This is an optimization exercise on Yosys and OpenROAD, whose aim is small area, not a production implementation.
The RTL was checked by simulation tests, not by an equivalence proof against the original design.
Power and IR drop assume default switching activity.

[flow/flow/invopt.py]
#!/usr/bin/env python3
"""Remove inverters around full adders in a Yosys gate-level netlist.

A full adder is self-dual: FA(~a, ~b, ~c) = (~sum, ~cout).  Yosys's adder
extraction often leaves inverters between adders.  This pass chooses, for
each sky130 fa cell, whether to use it in complemented form, so that as few
inverters as possible are needed, and rewrites the netlist accordingly.
The function of every output and every register input is unchanged.

usage: invopt.py in.v out.v
"""
import re, sys, random

INV = re.compile(r"sky130_fd_sc_hd__(inv|clkinv)_\d+$")
FA = re.compile(r"sky130_fd_sc_hd__fa_\d+$")
OUTPINS = {"X", "Y", "Q", "Q_N", "SUM", "COUT", "HI", "LO"}

src = open(sys.argv[1]).read()
m = re.search(r"^\s*module\s+(\w+)\s*\((.*?)\);", src, re.S | re.M)
cell_re = re.compile(r"^\s*(sky130_fd_sc_hd__\w+)\s+(\S+)\s*\((.*?)\);\s*$", re.S | re.M)
pin_re = re.compile(r"\.(\w+)\(\s*(.*?)\s*\)\s*(?:,|$)", re.S)

cells = []   # [type, name, [(pin, net)], span]
for cm in cell_re.finditer(src):
    pins = [(p, n.strip()) for p, n in pin_re.findall(cm.group(3))]
    cells.append([cm.group(1), cm.group(2), pins, cm.span()])
if not cells:
    sys.exit("no cells")
head = src[:cells[0][3][0]]
tail = src[cells[-1][3][1]:]
between = "".join(src[cells[i][3][1]:cells[i+1][3][0]] for i in range(len(cells) - 1))
if between.strip():
    sys.exit("unexpected text between cells")
if "assign" in src:
    sys.exit("assign statements are not handled")

# ports
ports = set()
for d in re.finditer(r"^\s*(input|output|inout)\s+(\[\d+:\d+\]\s*)?([^;]+);", head, re.M):
    rng = d.group(2)
    for nm in d.group(3).split(","):
        nm = nm.strip()
        if rng:
            hi, lo = map(int, re.findall(r"\d+", rng))
            for b in range(min(hi, lo), max(hi, lo) + 1):
                ports.add(f"{nm}[{b}]")
        ports.add(nm)
def is_port(net):
    n = net.lstrip("\\").strip()
    return n in ports or re.sub(r"\s+", "", n) in ports

driver = {}
loads = {}
for ci, (t, nm, pins, _) in enumerate(cells):
    for p, n in pins:
        if p in OUTPINS:
            driver[n] = (ci, p)
        else:
            loads.setdefault(n, []).append((ci, p))

def is_inv(ci):
    return INV.match(cells[ci][0]) is not None
def is_fa(ci):
    return FA.match(cells[ci][0]) is not None

# root and parity of each net
root = {}
def find(n):
    if n in root:
        return root[n]
    d = driver.get(n)
    if d and is_inv(d[0]):
        a = dict(cells[d[0]][2])["A"]
        r, p = find(a)
        root[n] = (r, p ^ 1)
    else:
        root[n] = (n, 0)
    return root[n]

allnets = set(driver) | set(loads)
for n in allnets:
    find(n)
tree = {}
for n in allnets:
    tree.setdefault(root[n][0], []).append(n)

# sinks per root: (cell index, pin, parity); frozen roots keep their wiring
sinks = {}
frozen = set()
for r, nets in tree.items():
    lst = []
    for n in nets:
        if is_port(n) and n != r:
            frozen.add(r)
        if is_port(n) and n == r and driver.get(n) is not None and not is_inv(driver[n][0]):
            # an output port driven straight by the cell: its polarity must stay
            frozen.add(r)
        if re.match(r"^\d+'", n):
            frozen.add(r)
        for ci, p in loads.get(n, []):
            if not is_inv(ci):
                lst.append((ci, p, root[n][1]))
    sinks[r] = lst
    if r not in driver and not is_port(r):
        frozen.add(r)

fas = [ci for ci in range(len(cells)) if is_fa(ci)]
locked = set()
for r in frozen:
    d = driver.get(r)
    if d and is_fa(d[0]):
        locked.add(d[0])
    for ci, p, par in sinks[r]:
        if is_fa(ci):
            locked.add(ci)
free = [ci for ci in fas if ci not in locked]
flip = {ci: 0 for ci in fas}

# roots touched by each FA
fa_roots = {ci: set() for ci in fas}
for r in tree:
    d = driver.get(r)
    if d and d[0] in fa_roots:
        fa_roots[d[0]].add(r)
    for ci, p, par in sinks[r]:
        if ci in fa_roots:
            fa_roots[ci].add(r)

def cost_root(r):
    if r in frozen:
        return 0
    d = driver.get(r)
    fd = flip.get(d[0], 0) if d else 0
    return 1 if any(par ^ fd ^ flip.get(ci, 0) for ci, p, par in sinks[r]) else 0

def before():
    return sum(1 for c in cells if INV.match(c[0]))
total = sum(cost_root(r) for r in tree if r not in frozen)
rng = random.Random(1)
best = dict(flip); best_cost = total
for rnd in range(20):
    improved = True
    while improved:
        improved = False
        for ci in free:
            rs = fa_roots[ci]
            c0 = sum(cost_root(r) for r in rs)
            flip[ci] ^= 1
            c1 = sum(cost_root(r) for r in rs)
            if c1 < c0:
                total += c1 - c0
                improved = True
            else:
                flip[ci] ^= 1
    if total < best_cost:
        best, best_cost = dict(flip), total
    # perturb
    flip = dict(best); total = best_cost
    for ci in rng.sample(free, max(1, len(free) // 10)):
        rs = fa_roots[ci]
        c0 = sum(cost_root(r) for r in rs)
        flip[ci] ^= 1
        total += sum(cost_root(r) for r in rs) - c0
flip = best

# rewrite: for each non-frozen root, drop its inverters and rewire sinks
newnet = {}          # (ci, pin) -> net
drop = set()
new_cells = []
new_wires = []
k = 0
for r, nets in tree.items():
    if r in frozen:
        continue
    invs = [driver[n][0] for n in nets if n != r and n in driver and is_inv(driver[n][0])]
    d = driver.get(r)
    fd = flip.get(d[0], 0) if d else 0
    need = [(ci, p) for ci, p, par in sinks[r] if par ^ fd ^ flip.get(ci, 0)]
    ok = [(ci, p) for ci, p, par in sinks[r] if not (par ^ fd ^ flip.get(ci, 0))]
    for ci in invs:
        drop.add(ci)
    for ci, p in ok:
        newnet[(ci, p)] = r
    if need:
        k += 1
        wn = f"_invopt_{k}_"
        new_wires.append(wn)
        new_cells.append(("sky130_fd_sc_hd__inv_1", f"_invopt_c{k}_", [("A", r), ("Y", wn)]))
        for ci, p in need:
            newnet[(ci, p)] = wn

def fmt(n):
    return n + " " if n.startswith("\\") else n

out = [head.rstrip("\n") + "\n"]
for w in new_wires:
    out.append(f"  wire {w};\n")
for ci, (t, nm, pins, _) in enumerate(cells):
    if ci in drop:
        continue
    ps = ",\n".join(f"    .{p}({fmt(newnet.get((ci, p), n))})" for p, n in pins)
    out.append(f"  {t} {nm} (\n{ps}\n  );\n")
for t, nm, pins in new_cells:
    ps = ",\n".join(f"    .{p}({fmt(n)})" for p, n in pins)
    out.append(f"  {t} {nm} (\n{ps}\n  );\n")
out.append(tail.lstrip("\n") if tail.strip() else "endmodule\n")
open(sys.argv[2], "w").write("".join(out))
nin = before()
print(f"invopt: {len(fas)} full adders ({len(locked)} locked), {sum(flip.values())} complemented; "
      f"inverters {nin} -> {nin - len(drop) + len(new_cells)}", file=sys.stderr)
[flow/flow/area.abc]
&get -n
&st
&syn3
&synch2
&dch -f
&nf -p -R 1000 -E 50
&put
[flow/design.v]
module ava_core (
    input  wire        clk,
    input  wire        rst,           
    input  wire [15:0] prog_len,      
    output wire [15:0] prog_addr,     
    input  wire [7:0]  prog_data,     
    output wire [31:0] stk_w_data,
    output wire        stk_w_valid,
    input  wire        stk_w_ready,
    input  wire [31:0] stk_r_data,
    input  wire        stk_r_valid,
    output wire        stk_r_ready,
    output wire [7:0]  out_data,
    output wire        out_valid,
    input  wire        out_ready,
    output wire        halt,
    output wire        fault,
    output wire [2:0]  cause,
    output wire        push_lost,
    output wire        out_lost
);
    localparam [3:0] S_INIT = 4'b0000;
    localparam [3:0] S_DEC  = 4'b0001;
    localparam [3:0] S_PI1  = 4'b0010;
    localparam [3:0] S_PV1  = 4'b0011;
    localparam [3:0] S_PV2  = 4'b0100;
    localparam [3:0] S_LET  = 4'b0101;    
    localparam [3:0] S_A2   = 4'b0110;
    localparam [3:0] S_DONE = 4'b0111;
    localparam [3:0] S_LETS = 4'b1000;    
    localparam [3:0] S_PR   = 4'b1001;
    localparam [3:0] S_A1   = 4'b1010;
    localparam [3:0] S_A3   = 4'b1011;
    localparam [3:0] S_PI2  = 4'b1100;
    localparam [3:0] S_PV3  = 4'b1101;
    localparam [3:0] S_A4   = 4'b1110;
    localparam [2:0] C_END     = 3'd1;
    localparam [2:0] C_UNKNOWN = 3'd2;
    localparam [2:0] C_TRUNC   = 3'd6;
    localparam [2:0] C_BADSLOT = 3'd7;
    reg  [3:0]  st;
    reg  [15:0] pc;
    reg  [2:0]  cause_r;
    reg         push_lost_r;
    reg         out_lost_r;
    reg         op_mul;        
    reg  [1:0]  idx;           
    reg  [15:0] rb;            
    reg  [7:0]  ahi;           
    reg  [23:0] p0;            
    reg  [17:0] t;             
    reg  [31:0] slot0, slot1, slot2, slot3;
    wire [7:0] fb = prog_data;
    wire       big = |fb[7:2];
    wire       at_end = ({pc[15:1], pc[0] | s_init} == prog_len);
    wire [15:0] pc_inc = pc + 16'd1;
    wire s_init = (st == S_INIT);
    wire s_dec  = (st == S_DEC);
    wire s_pi1  = (st == S_PI1);
    wire s_pi2  = (st == S_PI2);
    wire s_pv1  = (st == S_PV1);
    wire s_pv3  = (st == S_PV3);
    wire s_let  = (st == S_LET);
    wire s_lets = (st == S_LETS);
    wire s_pr   = (st == S_PR);
    wire s_a1   = (st == S_A1);
    wire s_a3   = (st == S_A3);
    wire s_a4   = (st == S_A4);
    wire s_a2   = (st == S_A2);
    assign prog_addr = pc;
    assign cause     = cause_r;
    assign halt      = (st == S_DONE);
    assign fault     = (st == S_DONE) && cause_r[2];
    assign push_lost = push_lost_r;
    assign out_lost  = out_lost_r;
    wire [7:0]  y  = s_a3 ? (op_mul ? stk_r_data[7:0] : 8'd1) :
                            (ahi | {6'd0, s_a2, 1'b0});
    wire        ys = !s_a3;
    wire [15:0] c  = s_a4 ? p0[23:8] :
                     s_a3 ? (op_mul ? 16'd0 : stk_r_data[15:0]) :
                     s_a2 ? rb :
                            {8'd0, fb};
    wire [23:0] mac;
    wire r4n = ys & y[7];
    wire r4o0 = ~y[1] & y[0];
    wire r4w0 = y[1] & ~y[0];
    wire r4h0 = y[1] & y[0];
    wire m1 = (r4o0 & rb[0]) | (r4w0 & 1'b0) | (r4h0 & t[0]);
    wire m2 = (r4o0 & rb[1]) | (r4w0 & rb[0]) | (r4h0 & t[1]);
    wire m3 = (r4o0 & rb[2]) | (r4w0 & rb[1]) | (r4h0 & t[2]);
    wire m4 = (r4o0 & rb[3]) | (r4w0 & rb[2]) | (r4h0 & t[3]);
    wire m5 = (r4o0 & rb[4]) | (r4w0 & rb[3]) | (r4h0 & t[4]);
    wire m6 = (r4o0 & rb[5]) | (r4w0 & rb[4]) | (r4h0 & t[5]);
    wire m7 = (r4o0 & rb[6]) | (r4w0 & rb[5]) | (r4h0 & t[6]);
    wire m8 = (r4o0 & rb[7]) | (r4w0 & rb[6]) | (r4h0 & t[7]);
    wire m9 = (r4o0 & rb[8]) | (r4w0 & rb[7]) | (r4h0 & t[8]);
    wire m10 = (r4o0 & rb[9]) | (r4w0 & rb[8]) | (r4h0 & t[9]);
    wire m11 = (r4o0 & rb[10]) | (r4w0 & rb[9]) | (r4h0 & t[10]);
    wire m12 = (r4o0 & rb[11]) | (r4w0 & rb[10]) | (r4h0 & t[11]);
    wire m13 = (r4o0 & rb[12]) | (r4w0 & rb[11]) | (r4h0 & t[12]);
    wire m14 = (r4o0 & rb[13]) | (r4w0 & rb[12]) | (r4h0 & t[13]);
    wire m15 = (r4o0 & rb[14]) | (r4w0 & rb[13]) | (r4h0 & t[14]);
    wire m16 = (r4o0 & rb[15]) | (r4w0 & rb[14]) | (r4h0 & t[15]);
    wire m17 = (r4o0 & rb[15]) | (r4w0 & rb[15]) | (r4h0 & t[16]);
    wire m18 = ~((r4o0 & rb[15]) | (r4w0 & rb[15]) | (r4h0 & t[17]));
    wire r4o1 = ~y[3] & y[2];
    wire r4w1 = y[3] & ~y[2];
    wire r4h1 = y[3] & y[2];
    wire m19 = (r4o1 & rb[0]) | (r4w1 & 1'b0) | (r4h1 & t[0]);
    wire m20 = (r4o1 & rb[1]) | (r4w1 & rb[0]) | (r4h1 & t[1]);
    wire m21 = (r4o1 & rb[2]) | (r4w1 & rb[1]) | (r4h1 & t[2]);
    wire m22 = (r4o1 & rb[3]) | (r4w1 & rb[2]) | (r4h1 & t[3]);
    wire m23 = (r4o1 & rb[4]) | (r4w1 & rb[3]) | (r4h1 & t[4]);
    wire m24 = (r4o1 & rb[5]) | (r4w1 & rb[4]) | (r4h1 & t[5]);
    wire m25 = (r4o1 & rb[6]) | (r4w1 & rb[5]) | (r4h1 & t[6]);
    wire m26 = (r4o1 & rb[7]) | (r4w1 & rb[6]) | (r4h1 & t[7]);
    wire m27 = (r4o1 & rb[8]) | (r4w1 & rb[7]) | (r4h1 & t[8]);
    wire m28 = (r4o1 & rb[9]) | (r4w1 & rb[8]) | (r4h1 & t[9]);
    wire m29 = (r4o1 & rb[10]) | (r4w1 & rb[9]) | (r4h1 & t[10]);
    wire m30 = (r4o1 & rb[11]) | (r4w1 & rb[10]) | (r4h1 & t[11]);
    wire m31 = (r4o1 & rb[12]) | (r4w1 & rb[11]) | (r4h1 & t[12]);
    wire m32 = (r4o1 & rb[13]) | (r4w1 & rb[12]) | (r4h1 & t[13]);
    wire m33 = (r4o1 & rb[14]) | (r4w1 & rb[13]) | (r4h1 & t[14]);
    wire m34 = (r4o1 & rb[15]) | (r4w1 & rb[14]) | (r4h1 & t[15]);
    wire m35 = (r4o1 & rb[15]) | (r4w1 & rb[15]) | (r4h1 & t[16]);
    wire m36 = ~((r4o1 & rb[15]) | (r4w1 & rb[15]) | (r4h1 & t[17]));
    wire r4o2 = ~y[5] & y[4];
    wire r4w2 = y[5] & ~y[4];
    wire r4h2 = y[5] & y[4];
    wire m37 = (r4o2 & rb[0]) | (r4w2 & 1'b0) | (r4h2 & t[0]);
    wire m38 = (r4o2 & rb[1]) | (r4w2 & rb[0]) | (r4h2 & t[1]);
    wire m39 = (r4o2 & rb[2]) | (r4w2 & rb[1]) | (r4h2 & t[2]);
    wire m40 = (r4o2 & rb[3]) | (r4w2 & rb[2]) | (r4h2 & t[3]);
    wire m41 = (r4o2 & rb[4]) | (r4w2 & rb[3]) | (r4h2 & t[4]);
    wire m42 = (r4o2 & rb[5]) | (r4w2 & rb[4]) | (r4h2 & t[5]);
    wire m43 = (r4o2 & rb[6]) | (r4w2 & rb[5]) | (r4h2 & t[6]);
    wire m44 = (r4o2 & rb[7]) | (r4w2 & rb[6]) | (r4h2 & t[7]);
    wire m45 = (r4o2 & rb[8]) | (r4w2 & rb[7]) | (r4h2 & t[8]);
    wire m46 = (r4o2 & rb[9]) | (r4w2 & rb[8]) | (r4h2 & t[9]);
    wire m47 = (r4o2 & rb[10]) | (r4w2 & rb[9]) | (r4h2 & t[10]);
    wire m48 = (r4o2 & rb[11]) | (r4w2 & rb[10]) | (r4h2 & t[11]);
    wire m49 = (r4o2 & rb[12]) | (r4w2 & rb[11]) | (r4h2 & t[12]);
    wire m50 = (r4o2 & rb[13]) | (r4w2 & rb[12]) | (r4h2 & t[13]);
    wire m51 = (r4o2 & rb[14]) | (r4w2 & rb[13]) | (r4h2 & t[14]);
    wire m52 = (r4o2 & rb[15]) | (r4w2 & rb[14]) | (r4h2 & t[15]);
    wire m53 = (r4o2 & rb[15]) | (r4w2 & rb[15]) | (r4h2 & t[16]);
    wire m54 = ~((r4o2 & rb[15]) | (r4w2 & rb[15]) | (r4h2 & t[17]));
    wire r4o3 = (~y[7] & y[6]) | (r4n & y[6]);
    wire r4w3 = y[7] & ~y[6];
    wire r4h3 = y[7] & y[6] & ~r4n;
    wire m55 = ((r4o3 & rb[0]) | (r4w3 & 1'b0) | (r4h3 & t[0])) ^ r4n;
    wire m56 = ((r4o3 & rb[1]) | (r4w3 & rb[0]) | (r4h3 & t[1])) ^ r4n;
    wire m57 = ((r4o3 & rb[2]) | (r4w3 & rb[1]) | (r4h3 & t[2])) ^ r4n;
    wire m58 = ((r4o3 & rb[3]) | (r4w3 & rb[2]) | (r4h3 & t[3])) ^ r4n;
    wire m59 = ((r4o3 & rb[4]) | (r4w3 & rb[3]) | (r4h3 & t[4])) ^ r4n;
    wire m60 = ((r4o3 & rb[5]) | (r4w3 & rb[4]) | (r4h3 & t[5])) ^ r4n;
    wire m61 = ((r4o3 & rb[6]) | (r4w3 & rb[5]) | (r4h3 & t[6])) ^ r4n;
    wire m62 = ((r4o3 & rb[7]) | (r4w3 & rb[6]) | (r4h3 & t[7])) ^ r4n;
    wire m63 = ((r4o3 & rb[8]) | (r4w3 & rb[7]) | (r4h3 & t[8])) ^ r4n;
    wire m64 = ((r4o3 & rb[9]) | (r4w3 & rb[8]) | (r4h3 & t[9])) ^ r4n;
    wire m65 = ((r4o3 & rb[10]) | (r4w3 & rb[9]) | (r4h3 & t[10])) ^ r4n;
    wire m66 = ((r4o3 & rb[11]) | (r4w3 & rb[10]) | (r4h3 & t[11])) ^ r4n;
    wire m67 = ((r4o3 & rb[12]) | (r4w3 & rb[11]) | (r4h3 & t[12])) ^ r4n;
    wire m68 = ((r4o3 & rb[13]) | (r4w3 & rb[12]) | (r4h3 & t[13])) ^ r4n;
    wire m69 = ((r4o3 & rb[14]) | (r4w3 & rb[13]) | (r4h3 & t[14])) ^ r4n;
    wire m70 = ((r4o3 & rb[15]) | (r4w3 & rb[14]) | (r4h3 & t[15])) ^ r4n;
    wire m71 = ((r4o3 & rb[15]) | (r4w3 & rb[15]) | (r4h3 & t[16])) ^ r4n;
    wire m72 = ~(((r4o3 & rb[15]) | (r4w3 & rb[15]) | (r4h3 & t[17])) ^ r4n);
    wire m73 = r4n;
    wire m74 = c[0];
    wire m75 = c[1];
    wire m76 = c[2];
    wire m77 = c[3];
    wire m78 = c[4];
    wire m79 = c[5];
    wire m80 = c[6];
    wire m81 = c[7];
    wire m82 = c[8];
    wire m83 = c[9];
    wire m84 = c[10];
    wire m85 = c[11];
    wire m86 = c[12];
    wire m87 = c[13];
    wire m88 = c[14];
    wire m89 = ~(c[15]);
    wire m90 = ~m89;
    wire m91 = ~m89;
    wire m92 = ~m67;
    wire m93 = ~m69;
    wire m94 = ~m71;
    wire s95, k96;
    assign {k96, s95} = m7 + m23 + m39;
    wire s97, k98;
    assign {k98, s97} = m8 + m24 + m40;
    wire s99, k100;
    assign {k100, s99} = m9 + m25 + m41;
    wire s101, k102;
    assign {k102, s101} = m10 + m26 + m42;
    wire s103, k104;
    assign {k104, s103} = m11 + m27 + m43;
    wire s105, k106;
    assign {k106, s105} = m12 + m28 + m44;
    wire s107, k108;
    assign {k108, s107} = m13 + m29 + m45;
    wire s109, k110;
    assign {k110, s109} = m14 + m30 + m46;
    wire s111, k112;
    assign {k112, s111} = m15 + m31 + m47;
    wire s113, k114;
    assign {k114, s113} = m16 + m32 + m48;
    wire s115, k116;
    assign {k116, s115} = m17 + m33 + m49;
    wire s117, k118;
    assign {k118, s117} = m18 + m34 + m50;
    wire s119, k120;
    assign {k120, s119} = m5 + m21;
    wire s121, k122;
    assign {k122, s121} = m6 + m22 + m38;
    wire s123, k124;
    assign {k124, s123} = s95 + m55 + m73;
    wire s125, k126;
    assign {k126, s125} = k96 + s97 + m56;
    wire s127, k128;
    assign {k128, s127} = k98 + s99 + m57;
    wire s129, k130;
    assign {k130, s129} = k100 + s101 + m58;
    wire s131, k132;
    assign {k132, s131} = k102 + s103 + m59;
    wire s133, k134;
    assign {k134, s133} = k104 + s105 + m60;
    wire s135, k136;
    assign {k136, s135} = k106 + s107 + m61;
    wire s137, k138;
    assign {k138, s137} = k108 + s109 + m62;
    wire s139, k140;
    assign {k140, s139} = k110 + s111 + m63;
    wire s141, k142;
    assign {k142, s141} = k112 + s113 + m64;
    wire s143, k144;
    assign {k144, s143} = k114 + s115 + m65;
    wire s145, k146;
    assign {k146, s145} = k116 + s117 + m66;
    wire s147, k148;
    assign {k148, s147} = k118 + m35 + m51;
    wire s149, k150;
    assign {k150, s149} = m36 + m52 + m68;
    wire s151, k152;
    assign {k152, s151} = m3 + m19;
    wire s153, k154;
    assign {k154, s153} = m4 + m20 + m77;
    wire s155, k156;
    assign {k156, s155} = s119 + m37 + m78;
    wire s157, k158;
    assign {k158, s157} = k120 + s121 + m79;
    wire s159, k160;
    assign {k160, s159} = k122 + s123 + m80;
    wire s161, k162;
    assign {k162, s161} = k124 + s125 + m81;
    wire s163, k164;
    assign {k164, s163} = k126 + s127 + m82;
    wire s165, k166;
    assign {k166, s165} = k128 + s129 + m83;
    wire s167, k168;
    assign {k168, s167} = k130 + s131 + m84;
    wire s169, k170;
    assign {k170, s169} = k132 + s133 + m85;
    wire s171, k172;
    assign {k172, s171} = k134 + s135 + m86;
    wire s173, k174;
    assign {k174, s173} = k136 + s137 + m87;
    wire s175, k176;
    assign {k176, s175} = k138 + s139 + m88;
    wire s177, k178;
    assign {k178, s177} = k140 + s141 + m90;
    wire s179, k180;
    assign {k180, s179} = k142 + s143 + m91;
    wire s181, k182;
    assign {k182, s181} = k144 + s145 + m89;
    wire s183, k184;
    assign {k184, s183} = k146 + s147 + m92;
    wire s185, k186;
    assign {k186, s185} = k148 + s149 + m67;
    wire s187, k188;
    assign {k188, s187} = k150 + m53 + m93;
    wire s189, k190;
    assign {k190, s189} = m54 + m70 + m69;
    wire [23:0] cpa_a = {m72, k190, k188, k186, k184, k182, k180, k178, k176, k174, k172, k170, k168, k166, k164, k162, k160, k158, k156, k154, k152, s151, m2, m1};
    wire [23:0] cpa_b = {m71, m94, s189, s187, s185, s183, s181, s179, s177, s175, s173, s171, s169, s167, s165, s163, s161, s159, s157, s155, s153, m76, m75, m74};
    wire [23:0] cpa_s = cpa_a + cpa_b + 1'b0;
    assign mac = {cpa_s[23], cpa_s[22], cpa_s[21], cpa_s[20], cpa_s[19], cpa_s[18], cpa_s[17], cpa_s[16], cpa_s[15], cpa_s[14], cpa_s[13], cpa_s[12], cpa_s[11], cpa_s[10], cpa_s[9], cpa_s[8], cpa_s[7], cpa_s[6], cpa_s[5], cpa_s[4], cpa_s[3], cpa_s[2], cpa_s[1], cpa_s[0]};
    reg [31:0] slot_rd;
    always @(*) begin
        case (idx)
            2'd0: slot_rd = slot0;
            2'd1: slot_rd = slot1;
            2'd2: slot_rd = slot2;
            default: slot_rd = slot3;
        endcase
    end
    wire       let_ok = (s_let && !big) || s_lets;
    wire [1:0] widx   = s_let ? fb[1:0] : idx;
    wire       slot_we = !rst && stk_r_valid && let_ok;
    always @(posedge clk) begin
        if (slot_we && widx == 2'd0) slot0 <= stk_r_data;
        if (slot_we && widx == 2'd1) slot1 <= stk_r_data;
        if (slot_we && widx == 2'd2) slot2 <= stk_r_data;
        if (slot_we && widx == 2'd3) slot3 <= stk_r_data;
    end
    assign stk_w_valid = st[3] && st[2];
    wire   sel_v0 = s_pv3 && (idx == 2'd0);
    wire   sel_v1 = s_pv3 && (idx == 2'd1);
    wire   sel_v2 = s_pv3 && (idx == 2'd2);
    wire   sel_v3 = s_pv3 && (idx == 2'd3);
    assign stk_w_data  = ({32{sel_v0}} & slot0) | ({32{sel_v1}} & slot1)
                       | ({32{sel_v2}} & slot2) | ({32{sel_v3}} & slot3)
                       | ({32{!s_pv3}} & {mac, p0[7:0]});
    assign stk_r_ready = stk_r_valid && ((s_let && !big) || (st[3] && !st[2]));
    wire   dec_lf      = s_dec && (fb == 8'h82);
    assign out_valid   = dec_lf || (s_pr && stk_r_valid);
    assign out_data    = s_pr ? (8'h30 + stk_r_data[7:0]) : 8'h0a;
    always @(posedge clk) begin
        if (s_dec)         op_mul <= fb[0];
        if (s_pv1 || s_let) idx   <= fb[1:0];
        if (s_a1)          rb     <= stk_r_data[15:0];
        ahi <= (s_a3 && op_mul) ? stk_r_data[15:8] : 8'd0;
        if (s_a2)          t      <= mac[17:0];
        p0  <= mac;
    end
    wire dec_op  = s_dec && (fb == 8'h01 || fb == 8'h0a || fb == 8'h20);
    wire dec_unk = s_dec && !(fb == 8'h01 || fb == 8'h0a || fb == 8'h20 ||
                              fb == 8'h80 || fb == 8'h82 || fb == 8'ha0 || fb == 8'ha5);
    wire complete = stk_w_valid || dec_lf ||
                    (stk_r_valid && (s_lets || s_pr || (s_let && !big)));
    wire advance  = dec_op || s_pi1;
    wire bad      = (s_pv1 || s_let) && big;
    wire step     = complete || advance || s_init;
    wire stop     = (step && at_end) || dec_unk || bad;
    always @(posedge clk) begin
        if (rst) begin
            st          <= S_INIT;
            pc          <= 16'd0;
            cause_r     <= 3'd0;
            push_lost_r <= 1'b0;
            out_lost_r  <= 1'b0;
        end else begin
            if (stk_w_valid && !stk_w_ready) push_lost_r <= 1'b1;
            if (out_valid && !out_ready)     out_lost_r  <= 1'b1;
            if (s_init || (step && !at_end && !bad))
                pc <= pc_inc;
            if (stop) begin
                st <= S_DONE;
                cause_r <= {advance || bad, advance || bad || dec_unk,
                            !advance && !dec_unk};
            end else if (complete || s_init)
                st <= S_DEC;
            else begin
                case (st)
                    S_DEC: begin
                        case (fb)
                            8'h01:        st <= S_PI1;
                            8'h0a:        st <= S_PV1;
                            8'h20:        st <= S_LET;
                            8'h80:        st <= S_PR;
                            default:      st <= S_A1;    
                        endcase
                    end
                    S_PI1: st <= S_PI2;
                    S_PV1: st <= S_PV2;
                    S_PV2: st <= S_PV3;
                    S_LET: st <= S_LETS;
                    S_A1:  if (stk_r_valid) st <= S_A2;
                    S_A2:  st <= S_A3;
                    S_A3:  if (stk_r_valid) st <= S_A4;
                    default: ;
                endcase
            end
        end
    end
endmodule
[flow/constraint.sdc]
create_clock -name core_clock -period 12.0 [get_ports {clk}]
set_input_delay 2.4000 -clock core_clock [delete_from_list [all_inputs] [get_ports {clk}]]
set_output_delay 2.4000 -clock core_clock [all_outputs]
set_load 0.01 [all_outputs]
[flow/flow/run.sh]
#!/bin/bash
# Layout flow: the standard ORFS flow with three changes.
#  1. Port buffers use the smallest buffer cell (buffer_ports -buffer_cell).
#  2. After the standard synthesis, flow/invopt.py removes inverters between
#     full adders by using some adders in complemented form (a full adder is
#     self-dual).
#  3. flow/resyn.sh then maps the remaining combinational logic again with an
#     area-oriented ABC script (flow/area.abc).
# Registers, their names and cell types are those of the standard synthesis.
# Each tool's output goes to a log file in this folder.
set -euo pipefail
echo 'export BUFFER_PORTS_ARGS = -buffer_cell sky130_fd_sc_hd__buf_1' >> config.mk
bash standard.sh synth > synth.log 2>&1
R=orfs/results/sky130hd/ava_core/base
cp $R/1_2_yosys.v $R/1_2_yosys_standard.v
python3 flow/invopt.py $R/1_2_yosys_standard.v $R/1_2_yosys_invopt.v > invopt.log 2>&1
bash flow/resyn.sh $R/1_2_yosys_invopt.v $R/1_2_yosys.v
rm -f $R/1_synth.odb $R/1_synth.sdc
bash standard.sh > standard.log 2>&1
[flow/flow/resyn.sh]
#!/bin/bash
# Re-map the combinational logic of a synthesized netlist for area.
# Registers, full adders and tie cells are kept as they are (as
# black boxes); every other cell is expanded to its liberty function and
# ABC maps that logic again with flow/area.abc.  The a222oi cell is left
# out: its pins are hard to reach and leave routing violations.
# usage: resyn.sh in.v out.v
set -euo pipefail
LIB=$FLOW_HOME/platforms/sky130hd/lib/sky130_fd_sc_hd__tt_025C_1v80.lib
DU=$(grep -o "sky130_fd_sc_hd__\(probe\|lpflow\)[a-z0-9_]*" $FLOW_HOME/platforms/sky130hd/config.mk | sort -u | sed 's/^/-dont_use /' | tr '\n' ' ')
KEEP=$(grep -oE "sky130_fd_sc_hd__[a-z0-9_]+" $1 | sort -u | grep -E "__(e?df|sdf|dl|fa_|conb)" | tr '\n' ' ')
cat > resyn.ys <<EOF
read_liberty -ignore_miss_func $LIB
read_verilog $1
hierarchy -top $FLOW_TOP
blackbox $KEEP
flatten
rename -hide w:*.*
opt_clean
abc -script $PWD/flow/area.abc -liberty $LIB $DU -dont_use sky130_fd_sc_hd__a222oi_1
opt_clean -purge
hilomap -singleton -hicell sky130_fd_sc_hd__conb_1 HI -locell sky130_fd_sc_hd__conb_1 LO
insbuf -buf sky130_fd_sc_hd__buf_4 A X
splitnets
opt_clean -purge
rename -hide w:*\$func\$*
stat -liberty $LIB
write_verilog -noattr -nohex -nodec $2
EOF
yosys -s resyn.ys > resyn.log 2>&1
if grep -q "assign" $2; then echo "resyn: unmapped logic left" >&2; exit 1; fi
[flow/config.mk]
export PLATFORM = sky130hd
export DESIGN_NAME = ava_core
export DESIGN_NICKNAME = ava_core
export VERILOG_FILES = /design/flow/design.v
export SDC_FILE = /design/flow/constraint.sdc
export NUM_CORES = 4
export LEC_CHECK = 0
export CAP_MARGIN = 20
export CORE_MARGIN = 2
export CORE_UTILIZATION = 75
export CTS_CLUSTER_DIAMETER = 100
export CTS_CLUSTER_SIZE = 30
export SLEW_MARGIN = 20
export BUFFER_PORTS_ARGS = -buffer_cell sky130_fd_sc_hd__buf_1
[flow/standard.sh]
#!/bin/bash
# synth_recipe.tcl (not shown) runs the flow's synth.tcl, then flattens the netlist and writes it again
# the make line also repeats each setting of config.mk as NAME=value (left out here)
make -C /OpenROAD-flow-scripts/flow DESIGN_CONFIG=/design/flow/config.mk WORK_HOME=/design/flow/orfs CLKGATE_MAP_FILE= SYNTH_SCRIPT=/design/flow/synth_recipe.tcl "${@:-finish}"
==> results.py, run 1 <==
metrics = {
    "clocking": {
        "cts_resized": 0,
        "cts_tree": "yes",
        "cts_buffer_depth": 3,
        "cts_sinks": 222,
        "cts_root_buf": "clkbuf_16",
        "clk_latency_ns": 0.47,
        "cts_setup_buffers": 0,
        "numCtsBuffers": 11,
        "htree_levels": 1,
        "clk_pin_slew_ns": 0.11,
        "ctsHoldBuffers": 0,
    },
    "drt": {
        "firstDrtPassIters": 9,
        "met1_length_um": 11600,
        "wl_met3_um": 4730,
        "drt_iter0_markers": 1770,
        "wl_um": 33700,
        "dr.max_layer_used": "met5",
        "drc_errors": 0,
        "via_per_inst": 7.22,
        "num_vias": 9795,
        "wl_met2_um": 15700,
        "ant_nets": 0,
        "wl_per_cell_um": 24.9,
    },
    "grt": {
        "grt_pass1_wl_um": 52200,
        "grt_pass1_vias": 9385,
        "overflow": 0,
        "grt_max_degree": 37,
        "grt_usage_pct": 41.6,
        "antenna_found_initial": 2,
    },
    "worst_setup_path": {
        "worstSetupEndpointType": "output pin",
        "crit_fanout": 15,
        "crit_top_cell": "a21oi_1",
        "cpPeakStageDelay_ns": 0.75,
        "criticalPathCategory": "in -> out",
        "start_kind": "input pin",
        "slowest_stage": "nor2b_2",
        "cp.arrival_ns": 8.86,
        "cp.required_ns": 9.60,
    },
    "synth": {
        "synth.cell_area_um2": 11600,
        "synth_nets": 1112,
        "postSynthAreaPerCell_um2": 11.5,
        "synth_warnings": 1,
        "postSynthCellCount": 1005,
    },
    "sta": {
        "setup_viol": 0,
        "fin_tns_setup_ns": 0,
        "finalClockSkew_ns": 0.0213,
        "slew_headroom_pct": 28.2,
        "fmax_ghz": 0.0888,
        "fin_ws_ns": 0.736,
        "hold_viol_final": 0,
        "worst_slew_pin_slew_ns": 1.07,
        "post-route-period-util_pct": 93.9,
        "maxSlewViolCount": 0,
        "rsz0062_at_grt": "false",
        "min_period_ns": 11.26,
    },
    "floorplanning": {
        "start_util_pct": 76.6,
        "ioPinCount": 127,
        "dieArea_um2": 16500,
        "fp-row-count": 45,
        "die_w_um": 128,
        "coreArea_um2": 15100,
        "fp.dieH_um": 128,
    },
    "pwr": {
        "power_leakage_uw": 0.00417,
        "ir_drop_mv": 0.179,
        "power.density_nw_per_um2": 142,
    },
    "finish": {
        "layout-drive-gt1-share_pct": 4.02,
        "syn_to_final_growth_pct": 10.8,
        "final_common_cell": "edfxtp_1",
        "n_fill_cell": 829,
        "diodes": 0,
        "final_cell_mix": "edfxtp_1 (165), buf_1 (126), nand2_1 (104)",
        "fin_nets": 1272,
    },
    "placed_design": {
        "dp_hpwl_um": 23300,
        "dpl_worst_slack_ns": 0.683,
        "gp_congestion": 0.996,
        "io_buffers": 126,
    },
    "worst_hold_path": {
        "hold_path.class": "reg -> reg",
    },
    "outcome": {
        "status": "finished clean",
    },
    "job": {
        "drv_cap": 0,
    },
}
per-layer routing:
metal,vias up,GRT usage (%)
met5,-,0
met4,2,16.5
met3,167,11.0
met2,843,66.1
met1,4610,55.6
li1,4173,-
critical path: cells and delay by family:
kind | cells | cell delay [ns]
AO/OA/AOI/OAI | 10 | 1.95
XOR/XNOR | 1 | 0.27
AND/OR/NAND/NOR | 8 | 2.23
buffers and inverters | 4 | 0.49
adder cells (fa/ha/maj) | 3 | 1.52
stage by stage:
stage	hold slack (ns)	instances	utilization, %	area [µm²]	power, µW
detailed placement	0.454	1340	82.6	12500	1400
floorplan	0.474	1005	-	11600	1230
finish	0.465	1357	84.8	12800	1820
global route	0.503	1357	84.8	12800	1880
global placement	0.446	1340	82.6	12500	1390
CTS	0.468	1357	84.7	12800	1800
where the power goes:
part           total, µW  internal (µW)  switching (µW)
clock network        407            176             231
registers            939            883            56.8
logic                473            175             299
total               1820           1230             587
layout make-up:
cell class	count	area [µm²]	area share [%]
clock buffer	15	290	2.26
clock inverter	2	21.3	0.166
inverter	28	105	0.818
multi-input combinational	755	5470	42.6
sequential	222	6100	47.5
tap	188	235	1.83
timing repair buffer	147	631	4.91
flip-flops by register name, summed over array words and instances, names as in the netlist:
signal	count
slot2	32
slot1	32
slot0	32
op_mul	1
t	18
slot3	32
rb	16
p0	24
pc	16
out_lost_r	1
cause_r	3
ahi	8
push_lost_r	1
st	4
idx	2
path summary, 6_finish.rpt:
check,cells after the start,start,slack (ns),end
setup / recovery,26,stk_r_data[0],0.74,stk_w_data[30]
hold / removal,2,cause_r[1],0.46,cause_r[1]
setup reg to reg,25,st[1],4.42,p0[22]
hold reg to reg,2,cause_r[1],0.46,cause_r[1]
==> run 2: changes to the inputs <==
--- a/flow/flow/resyn.sh
+++ b/flow/flow/resyn.sh
@@ -2,8 +2,7 @@
 # Re-map the combinational logic of a synthesized netlist for area.
 # Registers, full adders and tie cells are kept as they are (as
 # black boxes); every other cell is expanded to its liberty function and
-# ABC maps that logic again with flow/area.abc.  The a222oi cell is left
-# out: its pins are hard to reach and leave routing violations.
+# ABC maps that logic again with flow/area.abc.
 # usage: resyn.sh in.v out.v
 set -euo pipefail
 LIB=$FLOW_HOME/platforms/sky130hd/lib/sky130_fd_sc_hd__tt_025C_1v80.lib
@@ -15,7 +14,6 @@
 hierarchy -top $FLOW_TOP
 blackbox $KEEP
 flatten
-rename -hide w:*.*
 opt_clean
 abc -script $PWD/flow/area.abc -liberty $LIB $DU -dont_use sky130_fd_sc_hd__a222oi_1
 opt_clean -purge
--- a/flow/config.mk
+++ b/flow/config.mk
@@ -7,7 +7,7 @@
 export LEC_CHECK = 0
 export CAP_MARGIN = 20
 export CORE_MARGIN = 2
-export CORE_UTILIZATION = 75
+export CORE_UTILIZATION = 70
 export CTS_CLUSTER_DIAMETER = 100
 export CTS_CLUSTER_SIZE = 30
 export SLEW_MARGIN = 20
==> run 2 against run 1 <==
Worst setup slack improved by 0.087 ns. Cell count increased by 2.7%. Utilization is 6.5 points lower. Fmax is 0.78% higher.
==> results.py, run 2 <==
metrics = {
    "grt": {
        "grt_pass1_vias": 8706,
        "grt_usage_pct": 35.5,
        "overflow": 0,
        "grt_max_degree": 36,
        "antenna_found_initial": 0,
        "grt_pass1_wl_um": 48800,
    },
    "worst_setup_path": {
        "criticalPathCategory": "in -> out",
        "worstSetupEndpointType": "output pin",
        "startpoint": "stk_r_data[0]",
        "crit_end": "stk_w_data[30]",
        "r2r_cells": 23,
        "crit_fanout": 11,
        "cp.arrival_ns": 8.78,
        "r2r-start": "st[3]",
        "r2r_slack_ns": 4.42,
        "r2r-end": "p0[23]",
        "cp.required_ns": 9.60,
        "start_kind": "input pin",
    },
    "finish": {
        "instances_no_fill": 1394,
        "diodes": 0,
        "layout-drive-gt1-share_pct": 4.09,
        "fin_nets": 1277,
        "final_cell_mix": "edfxtp_1 (165), buf_1 (126), nand2_1 (106)",
        "final_common_cell": "edfxtp_1",
        "utilization_pct": 78.3,
        "syn_to_final_growth_pct": 9.92,
    },
    "drt": {
        "met1_length_um": 12500,
        "wl_met3_um": 3570,
        "via_per_inst": 6.77,
        "num_vias": 9437,
        "wl_met2_um": 14500,
        "dr.max_layer_used": "met4",
        "drt_iter0_markers": 1238,
        "ant_nets": 0,
        "firstDrtPassIters": 6,
        "wl_um": 31400,
        "wl_per_cell_um": 22.5,
        "drc_errors": 0,
    },
    "sta": {
        "post-route-period-util_pct": 93.1,
        "min_period_ns": 11.18,
        "fin_tns_setup_ns": 0,
        "fin_ws_ns": 0.823,
        "rsz0062_at_grt": "false",
        "fmax_ghz": 0.0895,
        "hold_viol_final": 0,
        "setup_viol": 0,
        "maxSlewViolCount": 0,
        "finalClockSkew_ns": 0.0235,
        "worst_slew_pin_slew_ns": 1.22,
        "slew_headroom_pct": 18.5,
    },
    "pwr": {
        "p_seq_share_pct": 52.0,
        "p_total_uw": 1810,
        "p_int_uw": 1230,
        "power.share.clock_pct": 22.7,
        "ir_drop_mv": 0.164,
        "pwr-share-comb_pct": 25.3,
        "power.density_nw_per_um2": 140,
        "swShare_pct": 32.0,
        "power_leakage_uw": 0.00421,
        "p_sw_uw": 578,
    },
    "clocking": {
        "clk_latency_ns": 0.47,
        "htree_levels": 1,
        "clk_pin_slew_ns": 0.12,
        "cts_buffer_depth": 3,
        "cts_tree": "yes",
        "cts_root_buf": "clkbuf_16",
        "cts_setup_buffers": 0,
        "numCtsBuffers": 11,
        "ctsHoldBuffers": 0,
        "cts_sinks": 222,
        "cts_resized": 0,
    },
    "worst_hold_path": {
        "hold_path.class": "reg -> reg",
    },
    "floorplanning": {
        "coreArea_um2": 16500,
        "fp.dieH_um": 133,
        "start_util_pct": 71.2,
        "fp-row-count": 47,
        "die_w_um": 133,
        "dieArea_um2": 17800,
        "ioPinCount": 127,
    },
    "synth": {
        "postSynthCellCount": 1026,
        "postSynthAreaPerCell_um2": 11.4,
        "synth.cell_area_um2": 11700,
        "synth_warnings": 1,
        "synth_nets": 1133,
    },
    "outcome": {
        "status": "finished clean",
    },
    "placed_design": {
        "gp_congestion": 0.976,
        "dpl_worst_slack_ns": 1.16,
        "dp_hpwl_um": 22100,
        "dp.cells": 1377,
        "io_buffers": 126,
    },
    "job": {
        "drv_cap": 0,
    },
}
[run 2: area by class of cell]
type                            instances  area [µm²]
Clock inverter                          1        20.0
Sequential cell                       222        6100
Timing Repair Buffer                  150         653
Fill cell                            1084        3580
Inverter                               29         109
Multi-Input combinational cell        756        5440
Tap cell                              220         275
Clock buffer                           16         294
[run 2: worst min path at each step]
stage,startpoint,to,slack (ns),depth (start not counted)
2_1_floorplan,cause_r[1],cause_r[1],0.43,2
3_3_place_gp,cause_r[1],cause_r[1],0.44,2
3_5_place_dp,cause_r[2],cause_r[2],0.46,2
4_1_cts,cause_r[2],cause_r[2],0.48,2
5_1_grt,cause_r[1],cause_r[1],0.50,2
6_report,cause_r[2],cause_r[2],0.48,2
[run 2: critical path, cell delays in order]
cell and delay, ns:
buf_1 0.31, clkinv_1 0.17, a21oi_1 0.19, a21oi_1 0.13
nor2b_1 0.47, buf_4 0.28, a22o_1 0.15, a21oi_1 0.05
fa_1 0.49, fa_1 0.50, clkinv_1 0.09, fa_1 0.53
xnor2_1 0.20, nor4_1 0.37, a311oi_1 0.23, nor3b_1 0.28
or4_1 0.15, o21ai_0 0.12, o211ai_1 0.20, nand2_1 0.11
o21a_1 0.22, or4_1 0.41, nand3_1 0.11, nor2_1 0.06
a21oi_1 0.19, a221o_1 0.18, buf_1 0.17
[run 2: per-layer routing]
| layer | GRT usage, % | vias to the layer above |
|---|---|---|
| li1 | - | 4170 |
| met1 | 52.6 | 4543 |
| met2 | 56.4 | 637 |
| met3 | 6.09 | 87 |
| met4 | 7.15 | 0 |
| met5 | 0 | - |
[run 2: through the flow]
| step | hold slack (ns) | instance area, µm² |
|---|---|---|
| 4_1_cts | 0.476 | 12900 |
| 3_5_place_dp | 0.459 | 12600 |
| 3_3_place_gp | 0.442 | 12600 |
| 2_1_floorplan | 0.431 | 11700 |
| 6_report | 0.475 | 12900 |
| 5_1_grt | 0.500 | 12900 |
[run 2: power groups by stage]
stage               combinational, µW  sequential (µW)  clock, µW
floorplan                         301              935          0
global placement                  435              953          0
detailed placement                441              955          0
CTS                               449              938        410
global route                      496              946        432
finish                            458              940        410
==> run 3: changes to the inputs <==
--- a/flow/design.v
+++ b/flow/design.v
@@ -79,7 +79,7 @@
     wire [15:0] c  = s_a4 ? p0[23:8] :
                      s_a3 ? (op_mul ? 16'd0 : stk_r_data[15:0]) :
                      s_a2 ? rb :
-                            {8'd0, fb};
+                     (s_pi1 || s_pi2) ? {8'd0, fb} : 16'd0;
     wire [23:0] mac;
     wire r4n = ys & y[7];
     wire r4o0 = ~y[1] & y[0];
@@ -313,7 +313,7 @@
     wire   sel_v3 = s_pv3 && (idx == 2'd3);
     assign stk_w_data  = ({32{sel_v0}} & slot0) | ({32{sel_v1}} & slot1)
                        | ({32{sel_v2}} & slot2) | ({32{sel_v3}} & slot3)
-                       | ({32{!s_pv3}} & {mac, p0[7:0]});
+                       | {mac, p0[7:0]};    
     assign stk_r_ready = stk_r_valid && ((s_let && !big) || (st[3] && !st[2]));
     wire   dec_lf      = s_dec && (fb == 8'h82);
     assign out_valid   = dec_lf || (s_pr && stk_r_valid);
--- a/flow/flow/resyn.sh
+++ b/flow/flow/resyn.sh
@@ -2,7 +2,8 @@
 # Re-map the combinational logic of a synthesized netlist for area.
 # Registers, full adders and tie cells are kept as they are (as
 # black boxes); every other cell is expanded to its liberty function and
-# ABC maps that logic again with flow/area.abc.
+# ABC maps that logic again with flow/area.abc.  The a222oi cell is left
+# out: its pins are hard to reach and leave routing violations.
 # usage: resyn.sh in.v out.v
 set -euo pipefail
 LIB=$FLOW_HOME/platforms/sky130hd/lib/sky130_fd_sc_hd__tt_025C_1v80.lib
@@ -14,6 +15,7 @@
 hierarchy -top $FLOW_TOP
 blackbox $KEEP
 flatten
+rename -hide w:*.*
 opt_clean
 abc -script $PWD/flow/area.abc -liberty $LIB $DU -dont_use sky130_fd_sc_hd__a222oi_1
 opt_clean -purge
--- a/flow/config.mk
+++ b/flow/config.mk
@@ -7,7 +7,7 @@
 export LEC_CHECK = 0
 export CAP_MARGIN = 20
 export CORE_MARGIN = 2
-export CORE_UTILIZATION = 70
+export CORE_UTILIZATION = 75
 export CTS_CLUSTER_DIAMETER = 100
 export CTS_CLUSTER_SIZE = 30
 export SLEW_MARGIN = 20
==> run 3 against run 2 <==
Clock-buffer cell count stayed put. First-iteration DRC count is 9.2% higher. Combinational power shrank 5.0%. Critical endpoint unchanged.
==> results.py, run 3 <==
metrics = {
    "sta": {
        "fmax_ghz": 0.0907,
        "maxSlewViolCount": 0,
        "rsz0062_at_grt": "false",
        "post-route-period-util_pct": 91.8,
        "min_period_ns": 11.02,
        "hold_viol_final": 0,
        "setup_viol": 0,
        "fin_tns_setup_ns": 0,
        "slew_headroom_pct": 27.1,
        "finalClockSkew_ns": 0.0436,
        "worst_slew_pin_slew_ns": 1.09,
    },
    "clocking": {
        "htree_levels": 1,
        "cts_tree": "yes",
        "cts_root_buf": "clkbuf_16",
        "numCtsBuffers": 12,
        "cts_resized": 0,
        "cts_setup_buffers": 0,
        "ctsHoldBuffers": 0,
        "clk_latency_ns": 0.51,
        "cts_sinks": 222,
        "clk_pin_slew_ns": 0.11,
        "cts_buffer_depth": 3,
    },
    "worst_setup_path": {
        "crit_top_cell": "a21oi_1",
        "cp.depth": 26,
        "r2r_slack_ns": 4.71,
        "r2r-start": "st[0]",
        "critPathBufInv": 5,
        "slowest_stage": "nor2b_1",
        "start_kind": "input pin",
        "crit_fanout": 15,
        "criticalPathCategory": "in -> out",
        "cp.arrival_ns": 8.62,
        "r2r-end": "p0[22]",
        "r2r_cells": 23,
        "cp.required_ns": 9.60,
        "cpPeakStageDelay_ns": 0.90,
        "worstSetupEndpointType": "output pin",
        "cp_top_family": "compound AO/OA/AOI/OAI gates",
    },
    "pwr": {
        "swShare_pct": 32.3,
        "power.share.clock_pct": 25.2,
        "p_sw_uw": 591,
        "p_seq_share_pct": 51.0,
        "power_leakage_uw": 0.00417,
        "p_int_uw": 1240,
        "power.density_nw_per_um2": 143,
        "ir_drop_mv": 0.177,
        "pwr-share-comb_pct": 23.8,
    },
    "placed_design": {
        "gp_congestion": 0.965,
        "dpl-instance-area_um2": 12400,
        "io_buffers": 126,
        "dp_hpwl_um": 22500,
    },
    "drt": {
        "firstDrtPassIters": 5,
        "via_per_inst": 7.19,
        "drc_errors": 0,
        "wl_per_cell_um": 24.8,
        "drt_iter0_markers": 1352,
        "ant_nets": 0,
        "wl_um": 33200,
        "num_vias": 9622,
    },
    "grt": {
        "grt_pass1_vias": 9240,
        "grt_pass1_wl_um": 51100,
        "grt_max_degree": 33,
        "overflow": 0,
        "grt_usage_pct": 41.0,
        "antenna_found_initial": 0,
    },
    "job": {
        "drv_cap": 0,
    },
    "finish": {
        "n_fill_cell": 828,
        "layout-drive-gt1-share_pct": 4.26,
        "final_area_um2": 12800,
        "fin_nets": 1250,
        "final_cell_mix": "edfxtp_1 (165), buf_1 (126), a21oi_1 (102)",
        "final_common_cell": "edfxtp_1",
        "syn_to_final_growth_pct": 11.5,
    },
    "worst_hold_path": {
        "hold_path.class": "reg -> reg",
        "worstHoldStart": "cause_r[0]",
        "hold_end": "cause_r[0]",
        "hold_depth": 2,
    },
    "floorplanning": {
        "ioPinCount": 127,
        "fp.dieH_um": 128,
        "start_util_pct": 76.2,
        "coreArea_um2": 15100,
        "die_w_um": 128,
        "dieArea_um2": 16300,
        "fp-row-count": 45,
    },
    "synth": {
        "synth.cell_area_um2": 11500,
        "synth_warnings": 1,
        "postSynthAreaPerCell_um2": 11.7,
        "postSynthCellCount": 984,
        "synth_nets": 1091,
    },
    "outcome": {
        "status": "finished clean",
    },
}
[run 3: area by class of cell]
cell class	count	area (µm²)	area share, %
Clock buffer	16	315	2.46
Inverter	21	78.8	0.615
Clock inverter	4	73.8	0.576
Timing Repair Buffer	147	631	4.92
Antenna cell	1	2.50	0.0195
Sequential cell	222	6100	47.6
Tap cell	188	235	1.84
Multi-Input combinational cell	739	5380	42.0
[run 3: worst min-delay path, stage by stage, from the launching register on]
cell	delay [ns]
dfxtp_1	0.33
clkinv_1	0.04
a211oi_1	0.05
[run 3: power by group through the flow]
stage          Combinational [µW]  Clock [µW]  Sequential (µW)
2_1_floorplan                 267           0              932
3_3_place_gp                  405           0              944
3_5_place_dp                  416           0              946
4_1_cts                       424         459              930
5_1_grt                       466         480              937
6_report                      435         460              933
[run 3: per-stage QoR]
stage / power [µW] / instances / setup slack [ns] / hold slack, ns / util, %
2_1_floorplan: 1200 / 984 / 2.29 / 0.463 / -
3_3_place_gp: 1350 / 1317 / 1.32 / 0.437 / 82.3
3_5_place_dp: 1360 / 1317 / 1.20 / 0.447 / 82.3
4_1_cts: 1810 / 1337 / 1.16 / 0.465 / 84.9
5_1_grt: 1880 / 1337 / 0.588 / 0.483 / 84.9
6_report: 1830 / 1338 / 0.979 / 0.467 / 84.9
[run 3: how the worst max path moves through the flow]
stage,slack (ns),to,from
floorplan,2.29,stk_w_data[31],stk_r_data[3]
global placement,1.32,stk_w_data[30],stk_r_data[0]
detailed placement,1.20,stk_w_data[31],stk_r_data[0]
CTS,1.16,stk_w_data[31],stk_r_data[0]
global route,0.59,stk_w_data[31],stk_r_data[0]
finish,0.98,stk_w_data[30],stk_r_data[0]
[run 3: per-layer routing]
layer  track usage [%]  routed length [µm]  vias up
met1              56.1               12100     4542
li1                  -                   -     4089
met5                 0                   0        -
met4              16.5                1460        0
met3              10.5                4410      147
met2              63.9               15300      844
==> run 4: changes to the inputs <==
--- a/flow/flow/run.sh
+++ b/flow/flow/run.sh
@@ -10,6 +10,7 @@
 # Each tool's output goes to a log file in this folder.
 set -euo pipefail
 echo 'export BUFFER_PORTS_ARGS = -buffer_cell sky130_fd_sc_hd__buf_1' >> config.mk
+echo 'export CTS_ARGS = -sink_clustering_enable -repair_clock_nets -sink_clustering_size 26 -sink_clustering_max_diameter 100 -dont_use_dummy_load -root_buf sky130_fd_sc_hd__clkbuf_8' >> config.mk
 bash standard.sh synth > synth.log 2>&1
 R=orfs/results/sky130hd/ava_core/base
 cp $R/1_2_yosys.v $R/1_2_yosys_standard.v
--- a/flow/config.mk
+++ b/flow/config.mk
@@ -12,3 +12,4 @@
 export CTS_CLUSTER_SIZE = 30
 export SLEW_MARGIN = 20
 export BUFFER_PORTS_ARGS = -buffer_cell sky130_fd_sc_hd__buf_1
+export CTS_ARGS = -sink_clustering_enable -repair_clock_nets -sink_clustering_size 26 -sink_clustering_max_diameter 100 -dont_use_dummy_load -root_buf sky130_fd_sc_hd__clkbuf_8
==> run 4 against run 3 <==
Highest routed layer is now met5. First-iteration DRC count fell by 14%. Critical endpoint unchanged. Clock skew fell by 0.0016 ns. Power is 4.6% lower. Register-to-register slack better by 0.50 ns. Non-clock buffer count fell by 2.
==> results.py, run 4 <==
metrics = {
    "clocking": {
        "clk_pin_slew_ns": 0.10,
        "ctsHoldBuffers": 0,
        "clk_latency_ns": 0.51,
        "cts_resized": 0,
        "cts_tree": "yes",
        "cts_buffer_depth": 3,
        "numCtsBuffers": 12,
        "cts_setup_buffers": 0,
        "cts_sinks": 222,
        "htree_levels": 1,
        "cts_root_buf": "clkbuf_8",
    },
    "grt": {
        "grt_pass1_wl_um": 49800,
        "antenna_found_initial": 1,
        "grt_usage_pct": 39.8,
        "grt_max_degree": 33,
        "overflow": 0,
        "grt_pass1_vias": 8932,
    },
    "worst_setup_path": {
        "worstSetupEndpointType": "output pin",
        "crit_fanout": 15,
        "criticalPathCategory": "in -> out",
        "crit_top_cell": "a21oi_1",
        "cpPeakStageDelay_ns": 0.55,
        "slowest_stage": "fa_1",
        "critPathBufInv": 5,
        "cp.required_ns": 9.60,
        "cp.arrival_ns": 8.01,
        "start_kind": "input pin",
        "cp_top_family": "compound AO/OA/AOI/OAI gates",
    },
    "finish": {
        "final_common_cell": "edfxtp_1",
        "final_area_um2": 12700,
        "final_cell_mix": "edfxtp_1 (165), buf_1 (126), a21oi_1 (99)",
        "multiInputGateArea_um2": 5380,
        "diodes": 0,
        "seqCellArea_um2": 6100,
        "syn_to_final_growth_pct": 10.2,
        "n_fill_cell": 832,
        "layout-drive-gt1-share_pct": 3.78,
        "fin_nets": 1246,
    },
    "placed_design": {
        "dpl-instance-area_um2": 12400,
        "dp_hpwl_um": 22000,
        "gp_congestion": 0.976,
        "io_buffers": 126,
        "dpl_worst_slack_ns": 1.77,
    },
    "floorplanning": {
        "coreArea_um2": 15100,
        "fp.dieH_um": 128,
        "dieArea_um2": 16300,
        "die_w_um": 128,
        "ioPinCount": 127,
        "fp-row-count": 45,
        "start_util_pct": 76.2,
    },
    "drt": {
        "wl_um": 32500,
        "drc_errors": 0,
        "via_per_inst": 7.15,
        "wl_per_cell_um": 24.5,
        "num_vias": 9472,
        "drt_iter0_markers": 1157,
        "firstDrtPassIters": 5,
        "ant_nets": 0,
    },
    "synth": {
        "synth_nets": 1089,
        "postSynthCellCount": 982,
        "synth_warnings": 1,
        "postSynthAreaPerCell_um2": 11.7,
        "synth.cell_area_um2": 11500,
    },
    "sta": {
        "maxSlewViolCount": 0,
        "post-route-period-util_pct": 86.8,
        "fin_ws_ns": 1.59,
        "hold_viol_final": 0,
        "min_period_ns": 10.41,
        "slew_headroom_pct": 25.3,
        "finalClockSkew_ns": 0.0420,
        "worst_slew_pin_slew_ns": 1.12,
        "rsz0062_at_grt": "false",
        "fin_tns_setup_ns": 0,
        "setup_viol": 0,
        "fmax_ghz": 0.0961,
    },
    "pwr": {
        "power_leakage_uw": 0.00411,
        "power.density_nw_per_um2": 138,
        "ir_drop_mv": 0.172,
    },
    "outcome": {
        "status": "finished clean",
    },
    "worst_hold_path": {
        "hold_path.class": "reg -> reg",
    },
    "job": {
        "drv_cap": 0,
    },
}
run 4: cell count changes in the layout (fill, tap and decap cells not counted), sizes merged, moves of 2 or more:
cell / previous run / this run
a221oi: 15 / 18
nor2: 72 / 78
a22oi: 27 / 24
nand2: 93 / 86
clkbuf: 16 / 12
a21oi: 102 / 99
clkinv: 23 / 21
o21ai: 30 / 28
nor2b: 16 / 19
nand4b: 10 / 7
buf: 147 / 145
a22o: 69 / 72
inv: 2 / 0
run 4: path summary, 6_finish.rpt:
kind | startpoint | slack, ns | endpoint | depth (start not counted)
max | stk_r_data[0] | 1.59 | stk_w_data[30] | 25
min | cause_r[0] | 0.47 | cause_r[0] | 2
min reg2reg | cause_r[0] | 0.47 | cause_r[0] | 2
max reg2reg | st[3] | 5.21 | p0[21] | 22
run 4: report_power, final:
part | switching [µW] | internal [µW] | leakage [µW]
clock network | 222 | 158 | 0.000132
registers | 54.3 | 880 | 0.00195
logic | 277 | 155 | 0.00202
total | 553 | 1190 | 0.00411
run 4: worst register-to-register path: cells and delay by family, from the launching register on:
family	cells	cell delay, ns
xor gates and xnor gates	3	0.61
AOI/OAI and AO/OA	9	1.92
buffers and inverters	3	0.66
adders and majority gates	2	1.09
and+or+nand+nor	5	2.03
DFF	1	0.33
run 4: final cells by class:
| cell class | count | area share, % |
|---|---|---|
| multi-input cells | 737 | 42.5 |
| well taps | 188 | 1.86 |
| flip-flops and latches | 222 | 48.1 |
| repair buffers | 145 | 4.86 |
| inverters | 21 | 0.622 |
| clock buffers | 12 | 2.10 |
run 4: per-stage QoR:
step / std cells / power [µW] / hold WS, ns / util [%]
5_1_grt: 1325 / 1800 / 0.488 / 84.0
6_report: 1325 / 1750 / 0.467 / 84.0
3_5_place_dp: 1313 / 1350 / 0.451 / 82.2
2_1_floorplan: 982 / 1200 / 0.463 / -
4_1_cts: 1325 / 1730 / 0.468 / 84.0
3_3_place_gp: 1313 / 1340 / 0.437 / 82.2
run 4: per-layer routing:
layer	up-vias	track usage (%)	share of wire [%]
met5	-	0	0.022
met4	2	13.0	3.0
met3	103	8.93	14
met2	802	61.3	46
met1	4488	57.5	37
li1	4077	-	-
==> run 5: changes to the inputs <==
--- a/flow/flow/run.sh
+++ b/flow/flow/run.sh
@@ -10,7 +10,8 @@
 # Each tool's output goes to a log file in this folder.
 set -euo pipefail
 echo 'export BUFFER_PORTS_ARGS = -buffer_cell sky130_fd_sc_hd__buf_1' >> config.mk
-echo 'export CTS_ARGS = -sink_clustering_enable -repair_clock_nets -sink_clustering_size 26 -sink_clustering_max_diameter 100 -dont_use_dummy_load -root_buf sky130_fd_sc_hd__clkbuf_8' >> config.mk
+echo 'export RECOVER_POWER = 100' >> config.mk
+echo 'export CTS_ARGS = -sink_clustering_enable -repair_clock_nets -sink_clustering_size 30 -sink_clustering_max_diameter 100 -dont_use_dummy_load' >> config.mk
 bash standard.sh synth > synth.log 2>&1
 R=orfs/results/sky130hd/ava_core/base
 cp $R/1_2_yosys.v $R/1_2_yosys_standard.v
--- a/flow/config.mk
+++ b/flow/config.mk
@@ -12,4 +12,5 @@
 export CTS_CLUSTER_SIZE = 30
 export SLEW_MARGIN = 20
 export BUFFER_PORTS_ARGS = -buffer_cell sky130_fd_sc_hd__buf_1
-export CTS_ARGS = -sink_clustering_enable -repair_clock_nets -sink_clustering_size 26 -sink_clustering_max_diameter 100 -dont_use_dummy_load -root_buf sky130_fd_sc_hd__clkbuf_8
+export RECOVER_POWER = 100
+export CTS_ARGS = -sink_clustering_enable -repair_clock_nets -sink_clustering_size 30 -sink_clustering_max_diameter 100 -dont_use_dummy_load
==> run 5 against run 4 <==
The layout now fails its checks (capacitance limit, slew limit). Synthesized cell count decreased by 0.10%. Sequential cell count unchanged. First-iteration DRC count decreased by 3.0%. Cell count increased by 0.15%. Power about the same. Clock-buffer cell count decreased by 1. Worst setup slack got worse by 0.42 ns. Critical path type is now reg -> out. Critical endpoint is now stk_w_data[28]. Highest routed layer unchanged.
==> results.py, run 5 <==
metrics = {
    "finish": {
        "instances_no_fill": 1327,
        "fin_nets": 1248,
        "layout-drive-gt1-share_pct": 2.81,
        "n_fill_cell": 863,
        "syn_to_final_growth_pct": 9.97,
        "final_common_cell": "edfxtp_1",
        "diodes": 0,
        "seqCellArea_um2": 6100,
        "utilization_pct": 83.7,
        "multiInputGateArea_um2": 5320,
        "final_cell_mix": "edfxtp_1 (165), buf_1 (107), a21oi_1 (104)",
    },
    "grt": {
        "grt_max_degree": 33,
        "grt_pass1_vias": 9025,
        "overflow": 0,
        "grt_pass1_wl_um": 49800,
        "grt_usage_pct": 39.9,
        "antenna_found_initial": 2,
    },
    "outcome": {
        "failed_checks": "capacitance limit, slew limit",
        "status": "finished with violations",
    },
    "worst_setup_path": {
        "r2r-start": "st[3]",
        "cp.required_ns": 9.60,
        "r2r_slack_ns": 4.27,
        "startpoint": "st[3]",
        "r2r_cells": 25,
        "worstSetupEndpointType": "output pin",
        "crit_fanout": 29,
        "criticalPathCategory": "reg -> out",
        "cp.arrival_ns": 8.43,
        "r2r-end": "p0[20]",
        "crit_end": "stk_w_data[28]",
        "start_kind": "flip-flop",
    },
    "sta": {
        "rsz0062_at_grt": "false",
        "whs_ns": 0.469,
        "setup_viol": 0,
        "fmax_ghz": 0.0923,
        "post-route-period-util_pct": 90.3,
        "worst_slew_pin_slew_ns": 3.02,
        "finalClockSkew_ns": 0.0391,
        "min_period_ns": 10.83,
        "slew_headroom_pct": -102,
        "maxSlewViolCount": 194,
        "hold_viol_final": 0,
        "fin_tns_setup_ns": 0,
    },
    "synth": {
        "synth_nets": 1088,
        "postSynthCellCount": 981,
        "postSynthAreaPerCell_um2": 11.7,
        "synth.cell_area_um2": 11500,
        "synth_warnings": 1,
    },
    "floorplanning": {
        "fp-row-count": 45,
        "start_util_pct": 76.1,
        "coreArea_um2": 15100,
        "die_w_um": 128,
        "dieArea_um2": 16300,
        "fp.dieH_um": 128,
        "ioPinCount": 127,
    },
    "job": {
        "drv_cap": 6,
    },
    "clocking": {
        "clk_pin_slew_ns": 0.07,
        "clk_latency_ns": 0.48,
        "numCtsBuffers": 11,
        "cts_root_buf": "clkbuf_16",
        "cts_sinks": 222,
        "cts_resized": 0,
        "cts_buffer_depth": 3,
        "htree_levels": 1,
        "cts_tree": "yes",
        "ctsHoldBuffers": 0,
        "cts_setup_buffers": 0,
    },
    "drt": {
        "num_vias": 9432,
        "ant_nets": 0,
        "firstDrtPassIters": 6,
        "drc_errors": 0,
        "wl_um": 32300,
        "via_per_inst": 7.11,
        "wl_per_cell_um": 24.4,
        "drt_iter0_markers": 1122,
    },
    "placed_design": {
        "dp.cells": 1316,
        "dp_hpwl_um": 22200,
        "gp_congestion": 0.967,
        "io_buffers": 126,
    },
    "worst_hold_path": {
        "hold_path.class": "reg -> reg",
    },
    "pwr": {
        "ir_drop_mv": 0.153,
        "power_leakage_uw": 0.00411,
        "power.density_nw_per_um2": 138,
    },
}
run 5: cell types whose count changed in the layout (fill, tap and decap cells not counted), moves of 2 or more:
cell       before  now
clkbuf_1        0   27
nand2_1        86   84
buf_1         126  107
clkbuf_8        3    0
a221oi_1       18   20
clkbuf_16       9   11
buf_4          19   15
nor2_4          4    0
clkinv_1       21   23
a21oi_1        99  104
run 5: layout make-up:
class / count / area share, %
Tap cell: 188 / 1.86
Inverter: 23 / 0.684
Multi-Input combinational cell: 734 / 42.1
Clock buffer: 11 / 2.18
Timing Repair Buffer: 149 / 4.87
Sequential cell: 222 / 48.3
run 5: power breakdown:
| part | total (µW) | leakage [µW] | switching [µW] | internal (µW) |
|---|---|---|---|---|
| Sequential | 932 | 0.00195 | 51.5 | 881 |
| Combinational | 426 | 0.00202 | 274 | 152 |
| Clock | 388 | 0.000136 | 221 | 166 |
| Total | 1750 | 0.00411 | 547 | 1200 |
run 5: how the worst min path moves through the flow:
stage	depth (start not counted)	to	slack, ns	from
after floorplan	2	cause_r[0]	0.46	cause_r[0]
after global placement	2	cause_r[0]	0.44	cause_r[0]
after detailed placement	2	cause_r[0]	0.45	cause_r[0]
after CTS	2	cause_r[1]	0.47	cause_r[1]
after global routing	2	cause_r[0]	0.48	cause_r[0]
final	2	cause_r[0]	0.47	cause_r[0]
run 5: metrics by stage:
stage	cell area (µm²)	worst slack, ns	power [µW]
after floorplan	11500	2.42	1200
after global placement	12400	1.99	1340
after detailed placement	12400	1.76	1360
after CTS	12700	1.72	1730
after global routing	12600	0.645	1800
final	12600	1.17	1750
run 5: critical path: stages, from the launching register on:
cell and delay, ns:
dfxtp_1 0.31, clkbuf_1 1.04, nor3_1 0.14, clkbuf_1 0.69, nor2_1 0.26, nor2_1 0.06, a21oi_1 0.30, nor2b_1 0.19
clkbuf_1 0.55, a22o_1 0.25, a21oi_1 0.06, fa_1 0.50, fa_1 0.50, clkinv_1 0.09, fa_1 0.49, xnor2_1 0.21
a211o_1 0.14, a21oi_1 0.04, a21oi_1 0.26, o221ai_1 0.16, nand2_1 0.14, a21oi_1 0.13, a311oi_1 0.41, o21ai_0 0.16
a21oi_1 0.22, xor2_1 0.32, nand2b_1 0.18, buf_1 0.17
run 5: routing by layer:
metal / global-route usage (%) / vias up / wire length (µm)
met5: 0 / - / 11
li1: - / 4076 / -
met1: 57.2 / 4501 / 12000
met2: 63.2 / 757 / 14900
met3: 8.18 / 96 / 4450
met4: 11.6 / 2 / 963

## static timing again, ports no longer ideal
How much do the figures lean on ideal ports? The routed layouts below were timed once more, with nothing changed but the port constraints. Step 1 (the two cells are an assumption about what drives the block):
set clk [get_ports {clk}]
set_driving_cell -lib_cell sky130_fd_sc_hd__clkbuf_16 $clk
set_driving_cell -lib_cell sky130_fd_sc_hd__buf_2 [delete_from_list [all_inputs] $clk]
Step 2 moves the port delays by t, midway between the first and last clock arrival at a register: inputs arrive t later, outputs are due t later. That takes back most of the time a late clock gives input paths. Slacks: ideal / step 1 / step 2; pairs: ideal / step 1.
| run | t (ns) | slack for setup (ns) | clock arrival spread, ns |
|---|---|---|---|
| run 1 | 0.510 | 0.736 / 0.712 / 0.712 | 0.022 / 0.021 |
| run 2 | 0.503 | 0.823 / 0.790 / 0.790 | 0.023 / 0.024 |
| run 3 | 0.530 | 0.979 / 0.938 / 0.938 | 0.044 / 0.044 |
| run 4 | 0.532 | 1.590 / 1.554 / 1.554 | 0.043 / 0.043 |
| run 5 | 0.497 | 1.170 / 1.129 / 1.226 | 0.039 / 0.039 |
The setup slack of run 3, which loses most, moves by -0.041 ns with the drivers and by -0.041 ns with both steps.
